What follows belongs to an exercise in optimizing a design on an open flow for small area, a short achievable clock period and few clock cycles; a production flow would make more cautious choices. At most, simulation tests tie the RTL to the original design; equivalence was not proved.

==> inputs of v17 <==
// resolve_core
module resolve_core (
    input  wire        clk,
    input  wire        rst,             
    input  wire        start,
    input  wire [9:0]  cand_lag,
    input  wire [9:0]  lag_min,
    input  wire [9:0]  max_dist,
    input  wire [7:0]  subthr_pct,
    output reg         busy,
    output reg  [9:0]  dt_addr,
    input  wire [9:0]  dt_data,
    output reg         done,
    output reg         err,
    output reg  [9:0]  corr_lag,
    output reg  [9:0]  divisor
);
Settings: LEC_CHECK=0, ABC_AREA=1, CAP_MARGIN=20, CORE_MARGIN=2, CORE_UTILIZATION=60, SLEW_MARGIN=20; clock period 10.0 ns.
run.sh (not shown) runs the stock make flow with config.mk's settings and CLKGATE_MAP_FILE= SYNTH_SCRIPT=/design/flow/synth_recipe.tcl, a recipe that flattens the netlist after the stock synthesis.
==> v22: changes against v17 <==
Settings changed: ABC_AREA 1 to not set, ABC_CLOCK_PERIOD_IN_PS set to 5000, SETUP_SLACK_MARGIN set to 3.
==> v20: changes against v17 <==
Settings changed: ABC_AREA 1 to not set, CORE_UTILIZATION 60 to 40.
==> notes <==
The highest non-clock buffer count belongs to v22, the lowest to v17.
Cell area: v22 > v20 > v17.
Critical path depth: v17 > v22 > v20.
Cell count: v17 > v20 > v22.
Between v17 and v22, the lower synthesized cell count is in v22 (gap 15%, measured against v22).
v20 completed with no timing, DRC or antenna violations. v17 finished clean. v22 finished with timing, DRC and antenna clean.
Function was not checked in any run of this note: the RTL went through the layout flow alone.

* * *

==> job 3358: inputs <==
resolve_core, a different RTL version from the one above (not shown whole).
==> flow/design.v (excerpt) <==
module resolve_core (
    input  wire        clk,
    input  wire        rst,             
    input  wire        start,
    input  wire [9:0]  cand_lag,
    input  wire [9:0]  lag_min,
    input  wire [9:0]  max_dist,
    input  wire [7:0]  subthr_pct,
    output reg         busy,
    output reg  [9:0]  dt_addr,
    input  wire [9:0]  dt_data,
    output reg         done,
    output reg         err,
    output reg  [9:0]  corr_lag,
    output reg  [9:0]  divisor
);
clock: 10.0 ns
lec_check: 0
abc_clock_period_in_ps: 4000
cap_margin: 20
core_margin: 2
core_utilization: 50
setup_slack_margin: 5
slew_margin: 20
tns_end_percent: 100
==> job 6645: changes against job 3358 <==
--- a/flow/design.v
+++ b/flow/design.v
@@ -151,13 +151,13 @@
         endcase
     end
     wire [9:0]  im1_nx  = {lo_a[2] ? bh1 : bm0[9:2], lo_a[1:0]};
     wire [9:0]  i_nx    = {lo_b[2] ? bh1 : bm0[9:2], lo_b[1:0]};
     wire [2:0]  lq = (|u_q[9:8]) ? 3'd4 : (|u_q[7:6]) ? 3'd3 : (|u_q[5:4]) ? 3'd2 :
                      (|u_q[3:2]) ? 3'd1 : 3'd0;
-    wire [9:0] md   = max_dist;            
+    wire [9:0] md   = tb_r[9:0];
     wire [10:1] mg;
     genvar gi;
     generate
         for (gi = 1; gi <= 10; gi = gi + 1) begin : g_md
             assign mg[gi] = ge_c10(md, gi * 100);
         end
@@ -177,52 +177,31 @@
     wire [9:0] md_b = md - md_h;
     wire [1:0] tg   = tb_im1[7:6];
     wire [6:0] t_b  = tb_r[6:0];
     wire [3:0] t_a  = tb_r[10:7];
     wire [9:0] tp   = {1'b0, th_r, 2'b00} + (tg[1] ? {2'b0, t_b, 1'b0} : 10'd0)
                                          + (tg[0] ? {3'b0, t_b} : 10'd0);
-    wire [10:0] tpd1 = {1'b0, tp} - 11'd100;
-    wire [10:0] tpd2 = {1'b0, tp} - 11'd200;
-    wire [10:0] tpd3 = {1'b0, tp} - 11'd300;
-    wire [10:0] tpd4 = {1'b0, tp} - 11'd400;
-    wire [10:0] tpd5 = {1'b0, tp} - 11'd500;
-    wire [10:0] tpd6 = {1'b0, tp} - 11'd600;
-    wire [6:1] tgk = {!tpd6[10], !tpd5[10], !tpd4[10], !tpd3[10], !tpd2[10], !tpd1[10]};
+    wire [6:1] tgk;
+    generate
+        for (gi = 1; gi <= 6; gi = gi + 1) begin : g_tk
+            assign tgk[gi] = ge_c10(tp, gi * 100);
+        end
+    endgenerate
     wire [2:0] tk   = {tgk[4], (tgk[2] && !tgk[4]) || tgk[6],
                        (tgk[1] && !tgk[2]) || (tgk[3] && !tgk[4]) || (tgk[5] && !tgk[6])};
-    wire [6:0] tr_n = ({7{tgk[6]}}             & tpd6[6:0])
-                    | ({7{tgk[5] && !tgk[6]}}  & tpd5[6:0])
-                    | ({7{tgk[4] && !tgk[5]}}  & tpd4[6:0])
-                    | ({7{tgk[3] && !tgk[4]}}  & tpd3[6:0])
-                    | ({7{tgk[2] && !tgk[3]}}  & tpd2[6:0])
-                    | ({7{tgk[1] && !tgk[2]}}  & tpd1[6:0])
-                    | ({7{!tgk[1]}}            & tp[6:0]);
-    wire [11:0] tbase  = {th_t[9:0], 2'b00} + ((tg[1] ? {7'd0, t_a, 1'b0} : 12'd0) + (tg[0] ? {8'd0, t_a} : 12'd0));
-    wire [8:0]  tbase1 = tbase[11:3] + 9'd1;
-    reg  [3:0]  tlo;
+    reg  [9:0] tk_h;
     always @* begin
-        case ({tbase[2:0], tk})
-            6'd0: tlo = 4'd0; 6'd1: tlo = 4'd1; 6'd2: tlo = 4'd2; 6'd3: tlo = 4'd3;
-            6'd4: tlo = 4'd4; 6'd5: tlo = 4'd5; 6'd6: tlo = 4'd6; 6'd7: tlo = 4'd7;
-            6'd8: tlo = 4'd1; 6'd9: tlo = 4'd2; 6'd10: tlo = 4'd3; 6'd11: tlo = 4'd4;
-            6'd12: tlo = 4'd5; 6'd13: tlo = 4'd6; 6'd14: tlo = 4'd7; 6'd15: tlo = 4'd8;
-            6'd16: tlo = 4'd2; 6'd17: tlo = 4'd3; 6'd18: tlo = 4'd4; 6'd19: tlo = 4'd5;
-            6'd20: tlo = 4'd6; 6'd21: tlo = 4'd7; 6'd22: tlo = 4'd8; 6'd23: tlo = 4'd9;
-            6'd24: tlo = 4'd3; 6'd25: tlo = 4'd4; 6'd26: tlo = 4'd5; 6'd27: tlo = 4'd6;
-            6'd28: tlo = 4'd7; 6'd29: tlo = 4'd8; 6'd30: tlo = 4'd9; 6'd31: tlo = 4'd10;
-            6'd32: tlo = 4'd4; 6'd33: tlo = 4'd5; 6'd34: tlo = 4'd6; 6'd35: tlo = 4'd7;
-            6'd36: tlo = 4'd8; 6'd37: tlo = 4'd9; 6'd38: tlo = 4'd10; 6'd39: tlo = 4'd11;
-            6'd40: tlo = 4'd5; 6'd41: tlo = 4'd6; 6'd42: tlo = 4'd7; 6'd43: tlo = 4'd8;
-            6'd44: tlo = 4'd9; 6'd45: tlo = 4'd10; 6'd46: tlo = 4'd11; 6'd47: tlo = 4'd12;
-            6'd48: tlo = 4'd6; 6'd49: tlo = 4'd7; 6'd50: tlo = 4'd8; 6'd51: tlo = 4'd9;
-            6'd52: tlo = 4'd10; 6'd53: tlo = 4'd11; 6'd54: tlo = 4'd12; 6'd55: tlo = 4'd13;
-            6'd56: tlo = 4'd7; 6'd57: tlo = 4'd8; 6'd58: tlo = 4'd9; 6'd59: tlo = 4'd10;
-            6'd60: tlo = 4'd11; 6'd61: tlo = 4'd12; 6'd62: tlo = 4'd13; default: tlo = 4'd14;
+        case (tk)
+            3'd0: tk_h = 10'd0;    3'd1: tk_h = 10'd100;  3'd2: tk_h = 10'd200;
+            3'd3: tk_h = 10'd300;  3'd4: tk_h = 10'd400;  3'd5: tk_h = 10'd500;
+            default: tk_h = 10'd600;
         endcase
     end
-    wire [11:0] tt_n = {tlo[3] ? tbase1 : tbase[11:3], tlo[2:0]};
+    wire [9:0]  tr_n = tp - tk_h;
+    wire [11:0] tt_n = {th_t[9:0], 2'b00} + (tg[1] ? {7'd0, t_a, 1'b0} : 12'd0)
+                                        + (tg[0] ? {8'd0, t_a} : 12'd0) + {9'd0, tk};
     wire is_weak = (th_t[11:10] == 2'b00) && (dt_data > th_t[9:0]);
     wire b_k1     = (tb_kind == T_K1);
     wire b_kw     = (tb_kind == T_KW);
     wire b_d2     = (tb_dm1 == 10'd1);
     wire in_run   = (ph == PH_RUN);
     wire flush_k1 = in_run && b_k1 && !is_weak && !b_d2;
@@ -232,14 +211,12 @@
     wire end_run  = in_run && (end_k1 || end_kw);
     wire w_ge3    = |wdm1[9:1];
     wire flow_go  = in_run && !kmode && w_ge3 && !flush_k1 && !end_run;
     wire issue_kw = in_run && kmode && !fail_kw && !end_kw && (kn != 10'd0);
     wire tb_upd   = in_run && !kmode && !flush_k1;
     wire thr_ok   = (mcnt >= 3'd3);
-    wire d64 = (lag_min[9:4] == 6'd0) && (cand_lag >= {lag_min[3:0], 6'd0});
-    wire d16 = (lag_min[9:6] == 4'd0) && (cand_lag >= {lag_min[5:0], 4'd0});
     wire        step_done = !ovf && (ul == 3'd0);
     wire [9:0]  sh_dm1 = fail_kw ? tb_dm1 : (step_done ? wdm1 - 10'd1 : wdm1);
     wire [2:0]  sh_l   = fail_kw ? lp : (ovf ? ul + 3'd1 : ((ul != 3'd0) ? ul - 3'd1 : lq));
     wire [12:0] ds_var = den_sh(sh_dm1, sh_l);
     always @(posedge clk) begin
         if (rst) begin
@@ -251,15 +228,18 @@
             ul <= 3'd0; ucont <= 1'b0; lp <= 3'd0; ds <= 13'd0;
             ta_kind <= T_NONE; tb_kind <= T_NONE; ta_last <= 1'b0; tb_last <= 1'b0;
             tb_dm1 <= 10'd0; tb_im1 <= 10'd0; tb_r <= 11'd0;
             kn <= 10'd0;
         end else begin
             done <= 1'b0;
-            if (mcnt != 3'd0 && mcnt <= 3'd4) begin
+            if (mcnt == 3'd0) begin
+                tb_r <= {md_a, md_b[6:0]};
+                mcnt <= 3'd1;
+            end else if (mcnt <= 3'd4) begin
                 th_t   <= tt_n;
-                th_r   <= tr_n;
+                th_r   <= tr_n[6:0];
                 tb_im1 <= {tb_im1[7:0], 2'b00};
                 mcnt   <= mcnt + 3'd1;
             end
             tb_kind <= (flush_k1 || fail_kw || end_run) ? T_NONE : ta_kind;
             tb_last <= ta_last;
             if (tb_upd) begin
@@ -277,22 +257,22 @@
                             err  <= 1'b1;
                         end else begin
                             busy   <= 1'b1;
                             err    <= 1'b0;
                             c_r    <= cand_lag;
                             tb_im1 <= {2'b0, subthr_pct};
-                            tb_r   <= {md_a, md_b[6:0]};
+                            tb_r   <= {1'b0, max_dist};
                             th_t   <= 12'd0;
                             th_r   <= 7'd0;
-                            mcnt   <= 3'd1;
+                            mcnt   <= 3'd0;
                             wdm1   <= lag_min;
                             wim1   <= lag_min - 10'd1;
                             wr     <= {1'b0, cand_lag, 1'b0};
                             wb     <= 12'd0;
-                            ul     <= d64 ? 3'd3 : (d16 ? 3'd2 : 3'd1);
-                            ds     <= d64 ? den_sh(lag_min, 3'd3) : (d16 ? den_sh(lag_min, 3'd2) : den_sh(lag_min, 3'd1));
+                            ul     <= 3'd2;
+                            ds     <= den_sh(lag_min, 3'd2);
                             kn     <= 10'd0;
                             ucont  <= 1'b1;
                             kmode  <= 1'b0;
                             lp     <= 3'd0;
                             ph     <= PH_DIVD;
                         end
==> job 4276: changes against job 3358 <==
--- a/flow/design.v
+++ b/flow/design.v
@@ -24,12 +24,14 @@
     reg [1:0]  ph;
     reg        kmode;               
     reg [9:0]  c_r;
     reg [11:0] th_t;
     reg [6:0]  th_r;
     reg [2:0]  mcnt;
+    reg [1:0]  tgp;                 
+    reg [2:0]  tkp;                 
     reg [9:0]  wdm1;
     reg [9:0]  wim1;
     reg [11:0] wr;
     reg [11:0] wb;                  
     reg [2:0]  ul;                  
     reg [12:0] ds;                  
@@ -177,52 +179,31 @@
     wire [9:0] md_b = md - md_h;
     wire [1:0] tg   = tb_im1[7:6];
     wire [6:0] t_b  = tb_r[6:0];
     wire [3:0] t_a  = tb_r[10:7];
     wire [9:0] tp   = {1'b0, th_r, 2'b00} + (tg[1] ? {2'b0, t_b, 1'b0} : 10'd0)
                                          + (tg[0] ? {3'b0, t_b} : 10'd0);
-    wire [10:0] tpd1 = {1'b0, tp} - 11'd100;
-    wire [10:0] tpd2 = {1'b0, tp} - 11'd200;
-    wire [10:0] tpd3 = {1'b0, tp} - 11'd300;
-    wire [10:0] tpd4 = {1'b0, tp} - 11'd400;
-    wire [10:0] tpd5 = {1'b0, tp} - 11'd500;
-    wire [10:0] tpd6 = {1'b0, tp} - 11'd600;
-    wire [6:1] tgk = {!tpd6[10], !tpd5[10], !tpd4[10], !tpd3[10], !tpd2[10], !tpd1[10]};
+    wire [6:1] tgk;
+    generate
+        for (gi = 1; gi <= 6; gi = gi + 1) begin : g_tk
+            assign tgk[gi] = ge_c10(tp, gi * 100);
+        end
+    endgenerate
     wire [2:0] tk   = {tgk[4], (tgk[2] && !tgk[4]) || tgk[6],
                        (tgk[1] && !tgk[2]) || (tgk[3] && !tgk[4]) || (tgk[5] && !tgk[6])};
-    wire [6:0] tr_n = ({7{tgk[6]}}             & tpd6[6:0])
-                    | ({7{tgk[5] && !tgk[6]}}  & tpd5[6:0])
-                    | ({7{tgk[4] && !tgk[5]}}  & tpd4[6:0])
-                    | ({7{tgk[3] && !tgk[4]}}  & tpd3[6:0])
-                    | ({7{tgk[2] && !tgk[3]}}  & tpd2[6:0])
-                    | ({7{tgk[1] && !tgk[2]}}  & tpd1[6:0])
-                    | ({7{!tgk[1]}}            & tp[6:0]);
-    wire [11:0] tbase  = {th_t[9:0], 2'b00} + ((tg[1] ? {7'd0, t_a, 1'b0} : 12'd0) + (tg[0] ? {8'd0, t_a} : 12'd0));
-    wire [8:0]  tbase1 = tbase[11:3] + 9'd1;
-    reg  [3:0]  tlo;
+    reg  [9:0] tk_h;
     always @* begin
-        case ({tbase[2:0], tk})
-            6'd0: tlo = 4'd0; 6'd1: tlo = 4'd1; 6'd2: tlo = 4'd2; 6'd3: tlo = 4'd3;
-            6'd4: tlo = 4'd4; 6'd5: tlo = 4'd5; 6'd6: tlo = 4'd6; 6'd7: tlo = 4'd7;
-            6'd8: tlo = 4'd1; 6'd9: tlo = 4'd2; 6'd10: tlo = 4'd3; 6'd11: tlo = 4'd4;
-            6'd12: tlo = 4'd5; 6'd13: tlo = 4'd6; 6'd14: tlo = 4'd7; 6'd15: tlo = 4'd8;
-            6'd16: tlo = 4'd2; 6'd17: tlo = 4'd3; 6'd18: tlo = 4'd4; 6'd19: tlo = 4'd5;
-            6'd20: tlo = 4'd6; 6'd21: tlo = 4'd7; 6'd22: tlo = 4'd8; 6'd23: tlo = 4'd9;
-            6'd24: tlo = 4'd3; 6'd25: tlo = 4'd4; 6'd26: tlo = 4'd5; 6'd27: tlo = 4'd6;
-            6'd28: tlo = 4'd7; 6'd29: tlo = 4'd8; 6'd30: tlo = 4'd9; 6'd31: tlo = 4'd10;
-            6'd32: tlo = 4'd4; 6'd33: tlo = 4'd5; 6'd34: tlo = 4'd6; 6'd35: tlo = 4'd7;
-            6'd36: tlo = 4'd8; 6'd37: tlo = 4'd9; 6'd38: tlo = 4'd10; 6'd39: tlo = 4'd11;
-            6'd40: tlo = 4'd5; 6'd41: tlo = 4'd6; 6'd42: tlo = 4'd7; 6'd43: tlo = 4'd8;
-            6'd44: tlo = 4'd9; 6'd45: tlo = 4'd10; 6'd46: tlo = 4'd11; 6'd47: tlo = 4'd12;
-            6'd48: tlo = 4'd6; 6'd49: tlo = 4'd7; 6'd50: tlo = 4'd8; 6'd51: tlo = 4'd9;
-            6'd52: tlo = 4'd10; 6'd53: tlo = 4'd11; 6'd54: tlo = 4'd12; 6'd55: tlo = 4'd13;
-            6'd56: tlo = 4'd7; 6'd57: tlo = 4'd8; 6'd58: tlo = 4'd9; 6'd59: tlo = 4'd10;
-            6'd60: tlo = 4'd11; 6'd61: tlo = 4'd12; 6'd62: tlo = 4'd13; default: tlo = 4'd14;
+        case (tk)
+            3'd0: tk_h = 10'd0;    3'd1: tk_h = 10'd100;  3'd2: tk_h = 10'd200;
+            3'd3: tk_h = 10'd300;  3'd4: tk_h = 10'd400;  3'd5: tk_h = 10'd500;
+            default: tk_h = 10'd600;
         endcase
     end
-    wire [11:0] tt_n = {tlo[3] ? tbase1 : tbase[11:3], tlo[2:0]};
+    wire [9:0]  tr_n = tp - tk_h;
+    wire [11:0] tt_n = {th_t[9:0], 2'b00} + (tgp[1] ? {7'd0, t_a, 1'b0} : 12'd0)
+                                        + (tgp[0] ? {8'd0, t_a} : 12'd0) + {9'd0, tkp};
     wire is_weak = (th_t[11:10] == 2'b00) && (dt_data > th_t[9:0]);
     wire b_k1     = (tb_kind == T_K1);
     wire b_kw     = (tb_kind == T_KW);
     wire b_d2     = (tb_dm1 == 10'd1);
     wire in_run   = (ph == PH_RUN);
     wire flush_k1 = in_run && b_k1 && !is_weak && !b_d2;
@@ -231,35 +212,37 @@
     wire end_kw   = b_kw && !is_weak && tb_last;
     wire end_run  = in_run && (end_k1 || end_kw);
     wire w_ge3    = |wdm1[9:1];
     wire flow_go  = in_run && !kmode && w_ge3 && !flush_k1 && !end_run;
     wire issue_kw = in_run && kmode && !fail_kw && !end_kw && (kn != 10'd0);
     wire tb_upd   = in_run && !kmode && !flush_k1;
-    wire thr_ok   = (mcnt >= 3'd3);
+    wire thr_ok   = (mcnt >= 3'd4);
     wire d64 = (lag_min[9:4] == 6'd0) && (cand_lag >= {lag_min[3:0], 6'd0});
     wire d16 = (lag_min[9:6] == 4'd0) && (cand_lag >= {lag_min[5:0], 4'd0});
     wire        step_done = !ovf && (ul == 3'd0);
     wire [9:0]  sh_dm1 = fail_kw ? tb_dm1 : (step_done ? wdm1 - 10'd1 : wdm1);
     wire [2:0]  sh_l   = fail_kw ? lp : (ovf ? ul + 3'd1 : ((ul != 3'd0) ? ul - 3'd1 : lq));
     wire [12:0] ds_var = den_sh(sh_dm1, sh_l);
     always @(posedge clk) begin
         if (rst) begin
             ph <= PH_IDLE; kmode <= 1'b0;
             busy <= 1'b0; done <= 1'b0; err <= 1'b0;
             corr_lag <= 10'd0; divisor <= 10'd0; dt_addr <= 10'd0;
-            c_r <= 10'd0; th_t <= 12'd0; th_r <= 7'd0; mcnt <= 3'd7;
+            c_r <= 10'd0; tgp <= 2'd0; tkp <= 3'd0; th_t <= 12'd0; th_r <= 7'd0; mcnt <= 3'd7;
             wdm1 <= 10'd0; wim1 <= 10'd0; wr <= 12'd0; wb <= 12'd0;
             ul <= 3'd0; ucont <= 1'b0; lp <= 3'd0; ds <= 13'd0;
             ta_kind <= T_NONE; tb_kind <= T_NONE; ta_last <= 1'b0; tb_last <= 1'b0;
             tb_dm1 <= 10'd0; tb_im1 <= 10'd0; tb_r <= 11'd0;
             kn <= 10'd0;
         end else begin
             done <= 1'b0;
-            if (mcnt != 3'd0 && mcnt <= 3'd4) begin
+            if (mcnt != 3'd0 && mcnt <= 3'd5) begin
                 th_t   <= tt_n;
-                th_r   <= tr_n;
+                th_r   <= tr_n[6:0];
+                tgp    <= tg;
+                tkp    <= tk;
                 tb_im1 <= {tb_im1[7:0], 2'b00};
                 mcnt   <= mcnt + 3'd1;
             end
             tb_kind <= (flush_k1 || fail_kw || end_run) ? T_NONE : ta_kind;
             tb_last <= ta_last;
             if (tb_upd) begin
@@ -279,12 +262,14 @@
                             busy   <= 1'b1;
                             err    <= 1'b0;
                             c_r    <= cand_lag;
                             tb_im1 <= {2'b0, subthr_pct};
                             tb_r   <= {md_a, md_b[6:0]};
                             th_t   <= 12'd0;
+                            tgp    <= 2'd0;
+                            tkp    <= 3'd0;
                             th_r   <= 7'd0;
                             mcnt   <= 3'd1;
                             wdm1   <= lag_min;
                             wim1   <= lag_min - 10'd1;
                             wr     <= {1'b0, cand_lag, 1'b0};
                             wb     <= 12'd0;
==> qor summary <==
| quantity | job 4276 | job 3358 | job 6645 |
|---|---|---|---|
| Non-clock buffer share of cell area | 0.0773 | 0.0906 | 0.100 |
| Antenna cells | 1 | 0 | 1 |
| Vias | 18931 | 20389 | 18820 |
| Met2 layer usage reported by global route | 0.581 | 0.592 | 0.577 |
| Global-route usage over all layers | 0.362 | 0.383 | 0.375 |
| Tap cell count | 461 | 511 | 455 |
| Die extent in x | 195 µm | 198 µm | 191 µm |
| Met2 WL | 31600 µm | 33600 µm | 31100 µm |
| Dpl cell area | 19200 µm² | 20100 µm² | 18700 µm² |
| Share of synthesized area spent on multiplexers | 0.0217 | 0.0203 | 0.0252 |
| Critical Path Sink | divisor[2] | wb[9] | th_t[8] |
| Arrival time at the worst endpoint | 5.31 ns | 5.40 ns | 5.71 ns |
| Wire length of the first global-routing pass | 106000 µm | 115000 µm | 105000 µm |
| Post-layout nets | 2744 | 2887 | 2736 |
| Multi-input logic portion of the cell area | 0.663 | 0.667 | 0.646 |
| FF+latch count | 183 | 178 | 178 |
| Synthesized-area fraction occupied by adder cells | 0.170 | 0.168 | 0.170 |
| Outcome | timing/DRC/antenna clean | timing/DRC/antenna clean | timing/DRC/antenna clean |
| Latest clock arrival within the worst-skew pair | 0.45 ns | 0.46 ns | 0.46 ns |
Testbench counts of job 4276, summed over its fixed seeds: cycles 9,435.
For job 3358 and job 6645, only the layout was checked, not whether the RTL still works.

[afterwards: timing with drivers on the ports]
The results above use ideal ports. As a check the final layouts listed here were re-extracted and re-timed, cells and wires unchanged. Step 1 assumes that a clkbuf_16 drives the clock port and a buf_2 every other input. Step 2 adds t to the input delays and takes it off the output delays; t is the mean of the earliest and latest rising clock arrival at the registers after step 1. Input paths then give back, and output paths get back, about the clock's delay inside the block. Three values: ideal ports, drivers, drivers and shift; two values: the first two.
run	shift t [ns]	setup WS [ns]	hold slack, ns	clock arrival spread, ns	worst register clock-pin slew, ns
v17	0.611	1.166 / 1.166 / 1.073	0.379 / 0.379 / 0.379	0.034 / 0.033	0.06 / 0.06
v22	0.617	2.115 / 2.115 / 2.115	0.439 / 0.439 / 0.439	0.044 / 0.045	0.07 / 0.07
v20	0.615	0.670 / 0.670 / 0.365	0.435 / 0.435 / 0.435	0.045 / 0.045	0.07 / 0.07
job 3358	0.512	4.980 / 4.980 / 4.536	0.445 / 0.445 / 0.445	0.018 / 0.017	0.09 / 0.09
job 6645	0.510	4.644 / 4.644 / 4.575	0.433 / 0.433 / 0.433	0.013 / 0.012	0.08 / 0.08
job 4276	0.503	5.075 / 5.106 / 4.603	0.438 / 0.438 / 0.438	0.012 / 0.012	0.08 / 0.08
After both steps every run listed still meets setup and hold. The setup slack of job 4276, which loses most, moves by +0.031 ns with the drivers and by -0.472 ns with both steps.
